From an optimization exercise on the open Yosys and OpenROAD flow, aimed at small area, a short achievable clock period and few clock cycles; shortcuts taken in it are not production practice.
Only simulation tests tie the RTL to the original design; equivalence was not proved.
Power and IR drop assume default switching activity.

[flow/run.sh]
#!/bin/bash
# Own flow: the standard layout (standard synthesis, floorplan, placement,
# CTS, routing) with a larger setup slack margin for ORFS's repair_timing, so
# timing repair works towards a shorter period than the 16 ns constraint.
# The constraints (constraint.sdc) are the design's, unchanged.
set -euo pipefail
MARGIN=$(cat flow/margin.txt)
bash standard.sh SETUP_SLACK_MARGIN="$MARGIN" finish > flow_make.log 2>&1
[flow/margin.txt]
10.8
[standard.sh]
#!/bin/bash
# synth_recipe.tcl (not shown) runs the flow's synth.tcl, then flattens the netlist and writes it again
# the make line also repeats each setting of config.mk as NAME=value (left out here)
make -C /OpenROAD-flow-scripts/flow DESIGN_CONFIG=/design/flow/config.mk WORK_HOME=/design/flow/orfs CLKGATE_MAP_FILE= SYNTH_SCRIPT=/design/flow/synth_recipe.tcl "${@:-finish}"
[config.mk]
export PLATFORM = sky130hd
export DESIGN_NAME = sywtbal_core
export DESIGN_NICKNAME = sywtbal_core
export VERILOG_FILES = /design/flow/design.v
export SDC_FILE = /design/flow/constraint.sdc
export NUM_CORES = 4
export LEC_CHECK = 0
export CAP_MARGIN = 20
export CORE_MARGIN = 2
export CORE_UTILIZATION = 45
export SLEW_MARGIN = 20
[constraint.sdc]
create_clock -name core_clock -period 16.0 [get_ports {clk}]
set_input_delay 3.2000 -clock core_clock [delete_from_list [all_inputs] [get_ports {clk}]]
set_output_delay 3.2000 -clock core_clock [all_outputs]
set_load 0.01 [all_outputs]
[design.v]
module sywtbal_core #(
    parameter PROG_CAP = 128
) (
    input  wire        clk,
    input  wire        rst,
    input  wire        cmd_valid,
    output wire        cmd_ready,
    input  wire [2:0]  cmd_op,
    input  wire [7:0]  cmd_arg,
    output reg         resp_valid,
    output reg  [2:0]  resp_status,
    output reg  [2:0]  resp_reason,
    output reg  [31:0] resp_pc0,
    output reg  [31:0] resp_data
);
    localparam OP_APPEND = 3'd0, OP_STEP = 3'd1, OP_RUN = 3'd2,
               OP_OBSERVE = 3'd3, OP_READPROG = 3'd4;
    localparam R_RUNNING = 3'd0, R_HLT = 3'd1, R_EOP = 3'd2, R_ILLEGAL = 3'd3,
               R_FATAL = 3'd4;
    localparam F_REGIDX = 3'd1, F_TRUNC = 3'd2, F_DIVZERO = 3'd3,
               F_DIVOVF = 3'd4, F_NEGJUMP = 3'd5, F_PCUNDER = 3'd6;
    localparam I_HLT = 8'd0, I_LOAD = 8'd1, I_ADD = 8'd2, I_SUB = 8'd3,
               I_MUL = 8'd4, I_DIV = 8'd5, I_JMP = 8'd6, I_JMPF = 8'd7,
               I_JMPB = 8'd8, I_EQ = 8'd9, I_NEQ = 8'd10, I_GT = 8'd11,
               I_LT = 8'd12, I_GTQ = 8'd13, I_LTQ = 8'd14, I_JEQ = 8'd15;
    localparam DS = 2;        
    reg [7:0]  pb0 [0:31];    
    reg [7:0]  pb1 [0:31];    
    reg [7:0]  pb2 [0:31];    
    reg [7:0]  pb3 [0:31];    
    reg [7:0]  len;
    reg [31:0] pc;
    reg [31:0] rem;
    reg        flag;
    reg [31:0] x [0:31];
    reg [31:0] xv;            
    reg        st_idle, st_start, st_exec, st_rdp;
    reg        run_mode;
    reg [7:0]  fpc;           
    reg [31:0] ir;            
    reg [3:0]  irv;           
    reg        ir_ok;         
    reg [31:0] ei;            
    reg [3:0]  ev;
    reg        e_ok;          
    reg        e_pred;        
    reg        ir_bp, e_bp;   
    reg [7:0]  ir_bt, e_bt;   
    reg        btb_v;         
    reg [6:0]  btb_pc;        
    reg [7:0]  btb_tgt;       
    reg [31:0] ea, eb;        
    reg        ap_we;
    reg [6:0]  ap_addr;
    wire [7:0] ap_data = ir[15:8];      
    reg [1:0]  mph;           
    reg [1:0]  dph;           
    reg [5:0]  dcnt;
    reg [31:0] dq;            
    reg [31:0] dr;            
    reg [31:0] dd;            
    reg [33:0] dd3;           
    reg [31:0] dqm;           
    reg        rem_pend;      
    reg        dqneg, drneg;
    assign cmd_ready = st_idle;
    always @(posedge clk) begin
        if (ap_we) begin
            case (ap_addr[1:0])
                2'd0: pb0[ap_addr[6:2]] <= ap_data;
                2'd1: pb1[ap_addr[6:2]] <= ap_data;
                2'd2: pb2[ap_addr[6:2]] <= ap_data;
                default: pb3[ap_addr[6:2]] <= ap_data;
            endcase
        end
    end
    wire [1:0] fal  = fpc[1:0];
    wire [4:0] frow = fpc[6:2];
    wire [4:0] frw1 = fpc[6:2] + 5'd1;
    wire [31:0] foh  = 32'd1 << frow;
    wire [31:0] foh1 = {foh[30:0], foh[31]};              
    wire [31:0] fs0  = (fal != 2'd0) ? foh1 : foh;
    wire [31:0] fs1  = (fal[1])      ? foh1 : foh;
    wire [31:0] fs2  = (fal == 2'd3) ? foh1 : foh;
    reg  [7:0]  bk0, bk1, bk2, bk3;
    integer     fk;
    always @(*) begin
        bk0 = 8'd0; bk1 = 8'd0; bk2 = 8'd0; bk3 = 8'd0;
        for (fk = 0; fk < 32; fk = fk + 1) begin
            bk0 = bk0 | (pb0[fk] & {8{fs0[fk]}});
            bk1 = bk1 | (pb1[fk] & {8{fs1[fk]}});
            bk2 = bk2 | (pb2[fk] & {8{fs2[fk]}});
            bk3 = bk3 | (pb3[fk] & {8{foh[fk]}});
        end
    end
    reg  [31:0] fbytes;
    always @(*) begin
        case (fal)
            2'd0: fbytes = {bk3, bk2, bk1, bk0};
            2'd1: fbytes = {bk0, bk3, bk2, bk1};
            2'd2: fbytes = {bk1, bk0, bk3, bk2};
            default: fbytes = {bk2, bk1, bk0, bk3};
        endcase
    end
    wire       fhi = fpc[7];
    wire [7:0] fa0 = {1'b0, fpc[6:0]};
    wire [3:0] fv;
    assign fv[0] = !fhi && (fa0 < len);
    assign fv[1] = !fhi && (fa0 + 8'd1 < len);
    assign fv[2] = !fhi && (fa0 + 8'd2 < len);
    assign fv[3] = !fhi && (fa0 + 8'd3 < len);
    wire [7:0] fop = fbytes[7:0];
    wire       fshort = (fop == I_JMP) || (fop == I_JMPF) || (fop == I_JMPB) || (fop == I_JEQ);
    wire [7:0]  fpc2 = fpc + 8'd2;
    wire [7:0]  fpc4 = fpc + 8'd4;
    wire        fbp   = btb_v && (fpc == {1'b0, btb_pc});
    wire [7:0]  fnext = fbp ? btb_tgt : ({fpc[7], 7'd0} | (fshort ? fpc2 : fpc4));
    function [7:0] faddr(input [31:0] a);
        faddr = {a[31:7] != 25'd0, a[6:0]};
    endfunction
    wire [4:0]  rs1 = ir[12:8];
    wire [4:0]  rs2 = st_idle ? cmd_arg[4:0] : ir[20:16];
    wire [31:0] rs1oh = (32'd1 << rs1) & xv;
    wire [31:0] rs2oh = (32'd1 << rs2) & xv;
    reg  [31:0] va, vb;
    integer     rk;
    always @(*) begin
        va = 32'd0; vb = 32'd0;
        for (rk = 0; rk < 32; rk = rk + 1) begin
            va = va | (x[rk] & {32{rs1oh[rk]}});
            vb = vb | (x[rk] & {32{rs2oh[rk]}});
        end
    end
    wire [7:0] op = ei[7:0];
    wire [7:0] b1 = ei[15:8];
    wire [7:0] b2 = ei[23:16];
    wire [7:0] b3 = ei[31:24];
    wire short_op = (op == I_JMP) || (op == I_JMPF) || (op == I_JMPB) || (op == I_JEQ);
    wire reg2 = (op >= I_ADD && op <= I_DIV) || (op >= I_EQ && op <= I_LTQ);
    wire reg3 = (op >= I_ADD && op <= I_DIV);
    reg       flt;
    reg [2:0] flt_rs;
    reg [31:0] flt_info;
    wire [7:0] pcl = pc[7:0];
    always @(*) begin
        flt = 1'b1;
        flt_rs = F_TRUNC;
        flt_info = 32'd0;
        if (!ev[1]) begin
            flt_rs = F_TRUNC;  flt_info = {24'd0, pcl + 8'd1};
        end else if (b1 > 8'd31) begin
            flt_rs = F_REGIDX; flt_info = {24'd0, b1};
        end else if (short_op) begin
            flt = 1'b0;
        end else if (!ev[2]) begin
            flt_rs = F_TRUNC;  flt_info = {24'd0, pcl + 8'd2};
        end else if (reg2 && b2 > 8'd31) begin
            flt_rs = F_REGIDX; flt_info = {24'd0, b2};
        end else if (!ev[3]) begin
            flt_rs = F_TRUNC;  flt_info = {24'd0, pcl + 8'd3};
        end else if (reg3 && b3 > 8'd31) begin
            flt_rs = F_REGIDX; flt_info = {24'd0, b3};
        end else begin
            flt = 1'b0;
        end
    end
    wire [31:0] sum  = ea + eb;
    wire [32:0] dif  = {1'b0, ea} - {1'b0, eb};
    wire [31:0] diff = dif[31:0];
    wire        veq  = (ea == eb);
    wire        vlt  = (ea[31] ^ eb[31]) ? ea[31] : dif[32];
    reg         cmp;
    always @(*) begin
        case (op[2:0])
            3'd1:    cmp = veq;             
            3'd2:    cmp = !veq;            
            3'd3:    cmp = !vlt && !veq;    
            3'd4:    cmp = vlt;             
            3'd5:    cmp = !vlt;            
            default: cmp = vlt || veq;      
        endcase
    end
    function integer ncnt(input integer l);
        integer k, n;
        begin
            n = 17;
            for (k = 0; k < l; k = k + 1) n = (n / 3) * 2 + (n % 3);
            ncnt = n;
        end
    endfunction
    localparam ML = 5;    
    wire [32*17*(ML+1)-1:0] mt;
    wire [32:0] mb = {eb, 1'b0};
    wire [31:0] mneg;
    genvar gi, gl, gg;
    generate
        for (gi = 0; gi < 16; gi = gi + 1) begin : pp
            wire b0 = mb[2*gi], b1 = mb[2*gi+1], b2 = mb[2*gi+2];
            wire one = b0 ^ b1;                          
            wire two = (b2 & ~b1 & ~b0) | (~b2 & b1 & b0);  
            wire [31:0] mag = ({32{one}} & ea) | ({32{two}} & {ea[30:0], 1'b0});
            wire [31:0] row = mag ^ {32{b2}};
            assign mt[gi*32 +: 32] = row << (2*gi);
            assign mneg[2*gi]   = b2;
            assign mneg[2*gi+1] = 1'b0;
        end
        assign mt[16*32 +: 32] = mneg;
        for (gl = 0; gl < ML; gl = gl + 1) begin : lvl
            localparam integer NI = ncnt(gl);
            localparam integer NG = NI / 3;
            localparam integer NR = NI % 3;
            for (gg = 0; gg < NG; gg = gg + 1) begin : grp
                wire [31:0] a = mt[((gl*17) + 3*gg) * 32 +: 32];
                wire [31:0] b = mt[((gl*17) + 3*gg + 1) * 32 +: 32];
                wire [31:0] c = mt[((gl*17) + 3*gg + 2) * 32 +: 32];
                wire [31:0] mj = (a & b) | (a & c) | (b & c);
                assign mt[(((gl+1)*17) + 2*gg) * 32 +: 32]     = a ^ b ^ c;
                assign mt[(((gl+1)*17) + 2*gg + 1) * 32 +: 32] = {mj[30:0], 1'b0};
            end
            for (gg = 0; gg < NR; gg = gg + 1) begin : pass
                assign mt[(((gl+1)*17) + 2*NG + gg) * 32 +: 32] = mt[((gl*17) + 3*NG + gg) * 32 +: 32];
            end
            for (gg = 2*NG + NR; gg < 17; gg = gg + 1) begin : unused
                assign mt[(((gl+1)*17) + gg) * 32 +: 32] = 32'd0;
            end
        end
    endgenerate
    wire [31:0] m_s = mt[(ML*17) * 32 +: 32];
    wire [31:0] m_c = mt[(ML*17 + 1) * 32 +: 32];
    wire [31:0] m_t = mt[(ML*17 + 2) * 32 +: 32];
    wire [31:0] m3s = dd ^ dd3[31:0] ^ dqm;
    wire [31:0] m3j = (dd & dd3[31:0]) | (dd & dqm) | (dd3[31:0] & dqm);
    wire [31:0] mprod = m3s + {m3j[30:0], 1'b0};
    wire [31:0] abs_a = ea[31] ? -ea : ea;
    wire [31:0] abs_b = eb[31] ? -eb : eb;
    wire [33:0] dt  = {dr, dq[31:30]};
    wire [34:0] dc1 = {1'b0, dt} - {3'b0, dd};
    wire [34:0] dc2 = {1'b0, dt} - {2'b0, dd, 1'b0};
    wire [34:0] dc3 = {1'b0, dt} - {1'b0, dd3};
    wire [1:0]  ddig = !dc3[34] ? 2'd3 : !dc2[34] ? 2'd2 : !dc1[34] ? 2'd1 : 2'd0;
    wire [31:0] dcr = !dc3[34] ? dc3[31:0] : !dc2[34] ? dc2[31:0] :
                      !dc1[34] ? dc1[31:0] : dt[31:0];
    wire [31:0] dcq = {dq[29:0], ddig};
    wire [31:0] dbx = eb ^ {32{eb[31]}};
    wire [33:0] abs_b3 = {2'b0, dbx} + {1'b0, dbx, eb[31]} + {32'd0, eb[31], 1'b0};
    function [5:0] clz32(input [31:0] v);
        integer k;
        begin
            clz32 = 6'd32;
            for (k = 0; k < 32; k = k + 1) if (v[k]) clz32 = 6'd31 - k;
        end
    endfunction
    wire [5:0]  dza = clz32(ea ^ {32{ea[31]}});
    wire [5:0]  dzb = clz32(eb ^ {32{eb[31]}});
    reg  [5:0]  dza_r, dzb_r;                              
    reg         dqz;                                       
    wire [7:0]  dkq = {2'b0, dzb_r} - {2'b0, dza_r} + {6'd0, drneg, !drneg};
    wire [7:0]  dkc = dkq[7] ? 8'd0 : (dkq > 8'd32) ? 8'd32 : dkq;
    wire [5:0]  dk  = (dkc[5:0] + (DS - 1)) & ~(DS - 1);
    wire [63:0] dnorm = {dq, 32'd0} >> dk;
    wire [31:0] dqmn = (ddig != 2'd0) ? {dq[29:0], ddig - 2'd1} : {dqm[29:0], 2'b11};
    wire [31:0] dquo = dcq;
    wire [31:0] drem = drneg ? -dr : dr;
    wire [7:0]  pc2 = pcl + 8'd2;
    wire [8:0]  jf  = {1'b0, ea[7:0]} + {1'b0, pc2};         
    wire        jsteer = e_pred || (e_bp && e_bt == faddr(ea));
    reg         x_done;       
    reg  [2:0]  res_st, res_rs;
    reg  [31:0] res_info;
    reg  [31:0] npc;
    reg  [7:0]  npc_f;        
    reg         pc_we;
    reg         redir;
    reg         bt_upd;       
    reg         we;
    reg  [4:0]  wa;
    reg  [31:0] wd;
    reg         flag_we, rem_we;
    reg         m_step, d_start, d_step;
    always @(*) begin
        x_done = 1'b0;
        res_st = R_RUNNING; res_rs = 3'd0; res_info = 32'd0;
        npc = pc + 32'd4;
        npc_f = faddr(ea);
        pc_we = 1'b0;
        redir = 1'b0;
        bt_upd = 1'b0;
        we = 1'b0; wa = b3[4:0]; wd = sum;
        flag_we = 1'b0; rem_we = 1'b0;
        m_step = 1'b0; d_start = 1'b0; d_step = 1'b0;
        if (!ev[0]) begin
            x_done = 1'b1; res_st = R_EOP;
        end else if (op == I_HLT) begin
            x_done = 1'b1; res_st = R_HLT; npc = pc + 32'd1; pc_we = 1'b1;
        end else if (op > I_JEQ) begin
            x_done = 1'b1; res_st = R_ILLEGAL; res_info = {24'd0, op};
            npc = pc + 32'd1; pc_we = 1'b1;
        end else if (flt) begin
            x_done = 1'b1; res_st = R_FATAL; res_rs = flt_rs; res_info = flt_info;
        end else begin
            case (op)
                I_LOAD: begin
                    x_done = 1'b1; pc_we = 1'b1;
                    we = 1'b1; wa = b1[4:0]; wd = {16'd0, b2, b3};
                end
                I_ADD: begin
                    x_done = 1'b1; pc_we = 1'b1; we = 1'b1; wd = sum;
                end
                I_SUB: begin
                    x_done = 1'b1; pc_we = 1'b1; we = 1'b1; wd = diff;
                end
                I_MUL: begin
                    if (mph == 2'd0) m_step = 1'b1;
                    else begin
                        x_done = 1'b1; pc_we = 1'b1; we = 1'b1; wd = mprod;
                    end
                end
                I_DIV: begin
                    if (dph == 2'd0) begin
                        if (eb == 32'd0) begin
                            x_done = 1'b1; res_st = R_FATAL; res_rs = F_DIVZERO;
                        end else if (ea == 32'h8000_0000 && eb == 32'hFFFF_FFFF) begin
                            x_done = 1'b1; res_st = R_FATAL; res_rs = F_DIVOVF;
                        end else begin
                            d_start = 1'b1;
                        end
                    end else if (dph == 2'd1) begin
                        d_step = 1'b1;                           
                        if (dqz) begin                           
                            x_done = 1'b1; pc_we = 1'b1; we = 1'b1; wd = 32'd0; rem_we = 1'b1;
                        end
                    end else if (dcnt != 6'd0) begin
                        d_step = 1'b1;
                        if (dcnt == 6'd1 && !dqneg) begin    
                            x_done = 1'b1; pc_we = 1'b1; we = 1'b1; wd = dquo; rem_we = 1'b1;
                        end
                    end else begin                           
                        x_done = 1'b1; pc_we = 1'b1; we = 1'b1;  
                        wd = dqneg ? ~dqm : dq; rem_we = 1'b1;
                    end
                end
                I_JMP, I_JMPF, I_JMPB: begin
                    x_done = 1'b1;
                    if (ea[31]) begin
                        res_st = R_FATAL; res_rs = F_NEGJUMP; res_info = ea;
                    end else if (op == I_JMPB && (ea[31:8] != 24'd0 || ea[7:0] > pc2)) begin
                        res_st = R_FATAL; res_rs = F_PCUNDER; res_info = ea;
                    end else begin
                        pc_we = 1'b1;
                        if (op == I_JMP) begin
                            npc = ea; redir = !jsteer; bt_upd = 1'b1;
                        end else if (op == I_JMPF) begin
                            npc = ea + {24'd0, pc2}; redir = (ea != 32'd0);
                            npc_f = {(ea[30:8] != 23'd0) || jf[8] || jf[7], jf[6:0]};
                        end else begin
                            npc = {24'd0, pc2 - ea[7:0]}; redir = 1'b1;
                            npc_f = npc[7:0];
                        end
                    end
                end
                I_JEQ: begin
                    x_done = 1'b1;
                    if (flag) begin
                        if (ea[31]) begin
                            res_st = R_FATAL; res_rs = F_NEGJUMP; res_info = ea;
                        end else begin
                            pc_we = 1'b1; npc = ea; redir = !jsteer; bt_upd = 1'b1;
                        end
                    end else begin
                        pc_we = 1'b1; npc = {24'd0, pc2}; redir = e_pred || e_bp;
                        npc_f = pc2;
                    end
                end
                default: begin                                
                    x_done = 1'b1; pc_we = 1'b1; flag_we = 1'b1;
                end
            endcase
        end
    end
    wire [7:0]  obs_sel = cmd_arg;
    wire [31:0] observe_val =
        (obs_sel < 8'd32)  ? vb :
        (obs_sel == 8'd32) ? rem :
        (obs_sel == 8'd33) ? {31'd0, flag} :
        (obs_sel == 8'd34) ? pc :
        (obs_sel == 8'd35) ? {24'd0, len} : 32'd0;
    wire x_we = st_exec && e_ok && we && x_done;
    always @(posedge clk) begin
        if (x_we) x[wa] <= wd;
    end
    wire e_free  = !e_ok || (x_done && res_st == R_RUNNING && run_mode && !redir);
    wire [31:0] fa = (x_we && wa == rs1) ? wd : va;
    wire [31:0] fb = (x_we && wa == rs2) ? wd : vb;
    wire        flag_eff = (e_ok && x_done && flag_we) ? cmp : flag;
    wire [7:0]  rop = ir[7:0];
    wire        r_taken = e_free && ir_ok && !ir_bp && irv[0] && irv[1] && (ir[15:13] == 3'd0) &&
                          ((rop == I_JEQ && flag_eff) || rop == I_JMP) && !va[31] &&
                          !(x_we && wa == rs1);
    wire x_fin = st_exec && e_ok && x_done;                   
    wire x_end = x_fin && (res_st != R_RUNNING || !run_mode);  
    always @(posedge clk) begin
        if (rst) begin
            st_idle     <= 1'b1;
            st_start    <= 1'b0;
            st_exec     <= 1'b0;
            st_rdp      <= 1'b0;
            len         <= 8'd0;
            pc          <= 32'd0;
            rem         <= 32'd0;
            flag        <= 1'b0;
            xv          <= 32'd0;
            rem_pend    <= 1'b0;
            ap_we       <= 1'b0;
            btb_v       <= 1'b0;
            resp_valid  <= 1'b0;
        end else begin
            resp_valid <= 1'b0;
            ap_we      <= 1'b0;
            if (x_we) xv[wa] <= 1'b1;
            rem_pend <= 1'b0;
            if (rem_pend) rem <= drem;
            if (st_idle && cmd_valid) begin
                st_idle <= 1'b0;
                case (cmd_op)
                    OP_APPEND: begin
                        st_idle    <= 1'b1;
                        resp_valid <= 1'b1;
                        if (!len[7]) begin
                            ap_we <= 1'b1;
                            len   <= len + 8'd1;
                        end
                    end
                    OP_STEP, OP_RUN: st_start <= 1'b1;
                    OP_OBSERVE: begin
                        st_idle    <= 1'b1;
                        resp_valid <= 1'b1;
                    end
                    default:         st_rdp   <= 1'b1;
                endcase
            end
            if (st_rdp) begin
                resp_valid <= 1'b1;
                st_rdp     <= 1'b0;
                st_idle    <= 1'b1;
            end
            if (st_start) begin
                st_start <= 1'b0;
                st_exec  <= 1'b1;
            end
            if (x_fin && bt_upd) begin
                btb_v   <= 1'b1;
                btb_pc  <= pc[6:0];
                btb_tgt <= faddr(ea);
            end
            if (x_fin) begin
                if (pc_we)   pc   <= npc;
                if (flag_we) flag <= cmp;
                if (rem_we)  rem_pend <= 1'b1;
            end
            if (x_end) begin
                st_exec    <= 1'b0;
                st_idle    <= 1'b1;
                resp_valid <= 1'b1;
            end
        end
    end
    always @(posedge clk) begin
        resp_data   <= st_idle ? observe_val :
                       st_rdp ? (fv[0] ? {24'd0, fbytes[7:0]} : 32'd0) : res_info;
        resp_status <= st_idle ? {2'd0, len[7] && cmd_op == OP_APPEND} :   
                       st_rdp ? 3'd0 : res_st;
        resp_reason <= res_rs;
        resp_pc0    <= pc;
    end
    always @(posedge clk) begin
        if (st_idle) begin
            ir[15:8] <= cmd_arg;
            fpc      <= cmd_arg;
            ap_addr  <= len[6:0];
            run_mode <= (cmd_op == OP_RUN);
        end
        if (st_start) begin
            fpc   <= faddr(pc);
            ir_ok <= 1'b0;
            e_ok  <= 1'b0;
            mph   <= 2'd0;
            dph   <= 2'd0;
        end
        if (st_exec) begin
            if (e_free) begin
                ei     <= ir;
                ev     <= irv;
                e_ok   <= ir_ok;
                ea     <= fa;
                eb     <= fb;
                e_pred <= r_taken;
                e_bp   <= ir_bp;
                e_bt   <= ir_bt;
            end
            if (e_free || !ir_ok) begin
                ir    <= fbytes;
                irv   <= fv;
                ir_bp <= fbp;
                ir_bt <= btb_tgt;
                fpc   <= fnext;
                ir_ok <= 1'b1;
            end
            if (r_taken) begin
                fpc   <= faddr(va);
                ir_ok <= 1'b0;
            end
            if (e_ok) begin
                if (m_step) begin
                    mph <= mph + 2'd1;
                    dd          <= m_s;
                    dd3[31:0]   <= m_c;
                    dqm         <= m_t;
                end
                if (d_start) begin
                    dph   <= 2'd1;
                    dq    <= abs_a;
                    dza_r <= dza;
                    dzb_r <= dzb;
                    dqz   <= ({1'b0, dza} > {1'b0, dzb} + {6'd0, ea[31]});
                    dd    <= abs_b;
                    dd3   <= abs_b3;
                    dqm   <= 32'hFFFF_FFFF;
                    dqneg <= ea[31] ^ eb[31];
                    drneg <= ea[31];
                end
                if (d_step) begin
                    if (dph == 2'd1) begin
                        dph  <= 2'd2;
                        dr   <= dnorm[63:32];
                        dq   <= dnorm[31:0];
                        dcnt <= dk / DS;
                    end else begin
                        dq   <= dcq;
                        dqm  <= dqmn;
                        dr   <= dcr;
                        dcnt <= dcnt - 6'd1;
                    end
                end
                if (x_done) begin
                    mph <= 2'd0;
                    dph <= 2'd0;
                    if (!x_end && redir) begin
                        fpc   <= npc_f;
                        ir_ok <= 1'b0;
                        e_ok  <= 1'b0;
                    end
                end
            end
        end
    end
endmodule
==> flow_metrics.env <==
export IMPL_critical_path_startpoint_type="flop"
export IMPL_global_route_wire_length_before_repair_um=971000
export IMPL_num_vias=128000
export IMPL_power_static_leakage_nw=59.1
export IMPL_grt_pass1_vias=119000
export IMPL_timing_setup_tns_ns=0
export IMPL_grt_usage_pct=42.6
export IMPL_portBuffers=85
export IMPL_synth_async_sr_flop_share_pct=0
export IMPL_antenna_found_initial=51
export IMPL_cp_data_required_time_ns=16.67
export IMPL_setup_worst_path_class="flop to flop"
export IMPL_postSynthAreaPerCell_um2=11.3
export IMPL_power_mw=18.0
export IMPL_run_status="finished with violations"
export IMPL_drt_first_pass_iters=12
export IMPL_synth_edf_count=2400
export IMPL_final_max_slew_violation_count=0
export IMPL_slew_headroom_pct=11.2
export IMPL_die_height_um=571
export IMPL_min_path_type="flop to flop"
export IMPL_critical_path_max_stage_delay_ns=0.62
export IMPL_power_per_cell_area_mw_per_mm2=105
export IMPL_worst_clock_skew_ns=0.0667
export IMPL_netlist_area_mm2=0.144
export IMPL_ys_warn_count=1
export IMPL_drcViolationCount=0
export IMPL_global_route_usage_met1_pct=54.0
export IMPL_fp_dieW_um=571
export IMPL_hold_buffers=0
export IMPL_number_of_design_rule_violations_left_by_the_first_detailed_router_iteration=24800
export IMPL_setup_violations_final=0
export IMPL_final_count_of_hold_timing_violations=0
export IMPL_avgViaCountPerCell=7.28
export IMPL_wl_per_cell_um=41.3
export IMPL_cts_root_buffer="sky130_fd_sc_hd__clkbuf_16"
export IMPL_cp_cell_sequence="buf_4 > a22oi_2 > xnor2_2 > fa_1 > fa_1 > fa_1 > inv_1 > fa_2 > xnor2_2 > xnor2_1 > xnor2_1 > xnor2_1 > xnor2_1 > xnor2_1 > xnor2_1 > a21oi_1"
export IMPL_maxCapViolCount=0
export IMPL_slew_of_the_pin_with_the_lowest_slew_margin_ns=1.33
export IMPL_grt_setup_unrepaired="yes"
export IMPL_floorplan_rows=208
export IMPL_floorplan_initialDensity_pct=45.1
export IMPL_synth_cell_type_count=100
export IMPL_clk_latency_ns=0.97
export IMPL_synthesized_netlist_cell_count=12800
export IMPL_power_ir_vdd_worst_v=0.0000841
export IMPL_cell_repeated_most_along_the_worst_path="sky130_fd_sc_hd__xnor2_1"
export IMPL_synth_top_cells_by_area="sky130_fd_sc_hd__edfxtp_1, sky130_fd_sc_hd__a22oi_1, sky130_fd_sc_hd__ha_1"
export IMPL_number_of_clock_sinks=2605
export IMPL_synth_seq_area_share_pct=52.7
export IMPL_grt_overflow_total=0
export IMPL_synth_fp_nets=13500
export IMPL_gp_routability_congestion=1.06
export IMPL_fp_dieArea_mm2=0.326
export IMPL_crit_path_top_delay_cell="sky130_fd_sc_hd__edfxtp_1"
export IMPL_htree_levels=5
export IMPL_ys_dominant_reg_cell="sky130_fd_sc_hd__edfxtp_1"
export IMPL_use_met3_pct=16.5
export IMPL_pin_count_of_the_biggest_net_entering_global_routing=98
export IMPL_cts_buffer_count=289
export IMPL_final_hold_worst_slack_ns=0.415
export IMPL_critical_path_max_fanout=33
export IMPL_cts_clock_pin_slew_for_the_worst_setup_and_hold_paths_ns=0.08
export IMPL_timing_critical_path_max_delay_family="adder cells"
export IMPL_fmaxAchievable_mhz=185
export IMPL_worst_endpoint_arrival_ns=6.08
export IMPL_failed_layout_checks="antenna violations"
export IMPL_grtUsageMet2_pct=60.3
export IMPL_finish_net_count=13900
export IMPL_areaGrowthSynthToFinish_pct=18.3
export IMPL_filler_cell_count=27300
export IMPL_core_area_mm2=0.320
export IMPL_pin_count=86
export IMPL_clock_path_buffers=4
export IMPL_critPathCaptureType="flop"
export IMPL_register_bit_total_from_synthesis=2605
export IMPL_tritoncts="yes"
export IMPL_synth_top_cell_by_area="sky130_fd_sc_hd__edfxtp_1"
export IMPL_detail_route_antenna_nets=1
export IMPL_drive_above_1_share_pct=16.9
export IMPL_post_dp_hpwl_um=450000
export IMPL_timing_critical_path_buf_inv=2
export IMPL_top_usage_layer="met2"
export IMPL_finalWorstPathRequiredPeriod_ns=5.40
export IMPL_yosys_area_top_type_share_pct=49.9
export IMPL_finalCritPeriodShare_pct=33.8
export IMPL_routed_wire_length_um=727000
-- registers in the layout (all words and copies together), names as in the netlist, 32 cells and up --
signal and flops:
eb 32, dq 32, pb2 256, dr 32, x 1024, ei 32, pc 32, dd3 33
rem 32, pb0 256, ir 32, pb1 256, ea 32, resp_pc0 32, xv 32, resp_data 32
dqm 32, pb3 256, dd 32
-- metal layers --
layer  vias up  part of all wire, %
met5         -                0.038
met4        38                  8.7
met3      3151                   15
met2     11800                   41
met1     63000                   35
li1      50300                    -
-- metrics by stage --
stage          instances  setup slack (ns)  instance area (µm²)  utilization, %
3_5_place_dp       16500              8.48               151000            47.1
4_1_cts            17400             10.71               167000            52.1
6_report           17600             10.60               171000            53.4
3_3_place_gp       16500              8.55               151000            47.1
2_1_floorplan      12800             10.31               145000               -
5_1_grt            17600             10.50               171000            53.4
-- timing repair --
| item | CTS | global route |
|---|---|---|
| resized for setup | 784 | 436 |
| setup endpoints to repair | 2519 | 1512 |
| gates cloned | 56 | 27 |
| pin swaps | 96 | 182 |
| setup buffers | 268 | 177 |
-- worst paths after layout --
check                              start  slack [ns]  cells after the start       to
worst max-delay path               ea[8]       10.60                     16   dd[31]
worst max register to register     ea[8]       10.60                     16   dd[31]
worst min-delay path            ir_bt[5]        0.41                      0  e_bt[5]
worst min register to register  ir_bt[5]        0.41                      0  e_bt[5]
-- logic make-up after synthesis --
family,count (synthesis),synth area share (%)
simple gates,3196,10.9
buf+inv,1496,3.97
flops,2605,52.7
fa+ha+maj,710,7.37
mux,279,2.09
xor+xnor,688,4.17
compound gates,3840,18.8
-- cell usage after synthesis (134+ instances only) --
cell type                  number
sky130_fd_sc_hd__edfxtp_1    2400
sky130_fd_sc_hd__nand2_1      673
sky130_fd_sc_hd__a22oi_1     1046
sky130_fd_sc_hd__a211oi_1     172
sky130_fd_sc_hd__nor3_1       139
sky130_fd_sc_hd__xor2_1       159
sky130_fd_sc_hd__a21oi_1      681
sky130_fd_sc_hd__fa_1         234
sky130_fd_sc_hd__dfxtp_1      205
sky130_fd_sc_hd__a22o_1       258
sky130_fd_sc_hd__nor2_1       831
sky130_fd_sc_hd__o21ai_0      487
sky130_fd_sc_hd__ha_1         476
sky130_fd_sc_hd__clkbuf_1     752
sky130_fd_sc_hd__a221oi_1     276
sky130_fd_sc_hd__nand4_1      272
sky130_fd_sc_hd__xnor2_1      529
sky130_fd_sc_hd__inv_1        533
sky130_fd_sc_hd__nand3_1      578
sky130_fd_sc_hd__and3_1       136
sky130_fd_sc_hd__buf_1        134
sky130_fd_sc_hd__mux2i_1      189
-- final cells by class --
cell class	instances	area, µm²	share of cell area [%]
flip-flops and latches	2605	76300	44.7
multi-input cells	8725	66700	39.1
repair buffers	953	10400	6.11
clock buffers	354	7710	4.52
well taps	4200	5260	3.08
inverters	545	2330	1.36
clock inverters	166	1740	1.02
repair inverters	35	260	0.152
diodes	32	80.1	0.0469
-- where the power goes --
part | internal, mW | total, mW | switching [mW]
Clock | 3.86 | 6.83 | 2.98
Combinational | 1.14 | 3.40 | 2.27
Sequential | 7.67 | 7.76 | 0.0892
-- layout by cell type (no fill, tap or decap), types with 71 or more instances in the layout --
| cell type | Yosys | layout |
|---|---|---|
| sky130_fd_sc_hd__edfxtp_1 | 2400 | 2400 |
| sky130_fd_sc_hd__a22oi_1 | 1046 | 997 |
| sky130_fd_sc_hd__nor2_1 | 831 | 755 |
| sky130_fd_sc_hd__nand2_1 | 673 | 654 |
| sky130_fd_sc_hd__a21oi_1 | 681 | 643 |
| sky130_fd_sc_hd__buf_4 | 8 | 597 |
| sky130_fd_sc_hd__nand3_1 | 578 | 574 |
| sky130_fd_sc_hd__xnor2_1 | 529 | 513 |
| sky130_fd_sc_hd__inv_1 | 533 | 479 |
| sky130_fd_sc_hd__o21ai_0 | 487 | 458 |
| sky130_fd_sc_hd__ha_1 | 476 | 434 |
| sky130_fd_sc_hd__clkbuf_16 | 0 | 310 |
| sky130_fd_sc_hd__nand4_1 | 272 | 272 |
| sky130_fd_sc_hd__a22o_1 | 258 | 253 |
| sky130_fd_sc_hd__fa_1 | 234 | 221 |
| sky130_fd_sc_hd__a221oi_1 | 276 | 204 |
| sky130_fd_sc_hd__a211oi_1 | 172 | 165 |
| sky130_fd_sc_hd__dfxtp_1 | 205 | 157 |
| sky130_fd_sc_hd__xor2_1 | 159 | 148 |
| sky130_fd_sc_hd__mux2i_1 | 189 | 145 |
| sky130_fd_sc_hd__nor3_1 | 139 | 127 |
| sky130_fd_sc_hd__buf_12 | 0 | 113 |
| sky130_fd_sc_hd__a21o_1 | 101 | 100 |
| sky130_fd_sc_hd__clkinvlp_4 | 0 | 98 |
| sky130_fd_sc_hd__nor2b_1 | 91 | 83 |
| sky130_fd_sc_hd__o22ai_1 | 80 | 79 |
| sky130_fd_sc_hd__buf_6 | 2 | 74 |
| sky130_fd_sc_hd__clkdlybuf4s50_1 | 0 | 74 |
| sky130_fd_sc_hd__a31oi_1 | 85 | 73 |
| sky130_fd_sc_hd__o211ai_1 | 71 | 71 |
Testbench counts, summed over its fixed seeds: cycles 28,680.

-- port drivers added, routing unchanged --
Ports are ideal in the flow. The routed layout listed here was re-timed in OpenROAD.
Step 1, drivers: a clkbuf_16 drives clk and a buf_2 each remaining input, both assumed.
Step 2 times the ports against the registers' clock, not the clock port: input delays grow and output delays shrink by t, the midpoint of the rising clock arrivals with the driver on.
Three values: ideal, step 1, step 2; two values: the first two.
t, ns: 1.040
setup WS [ns]: 10.595 / 10.595 / 9.571
worst setup path after step 2: input to register
worst data-port slew with drivers (ns): 0.20
The setup slack of this run moves by 0.000 ns with the drivers and by -1.024 ns with both steps.
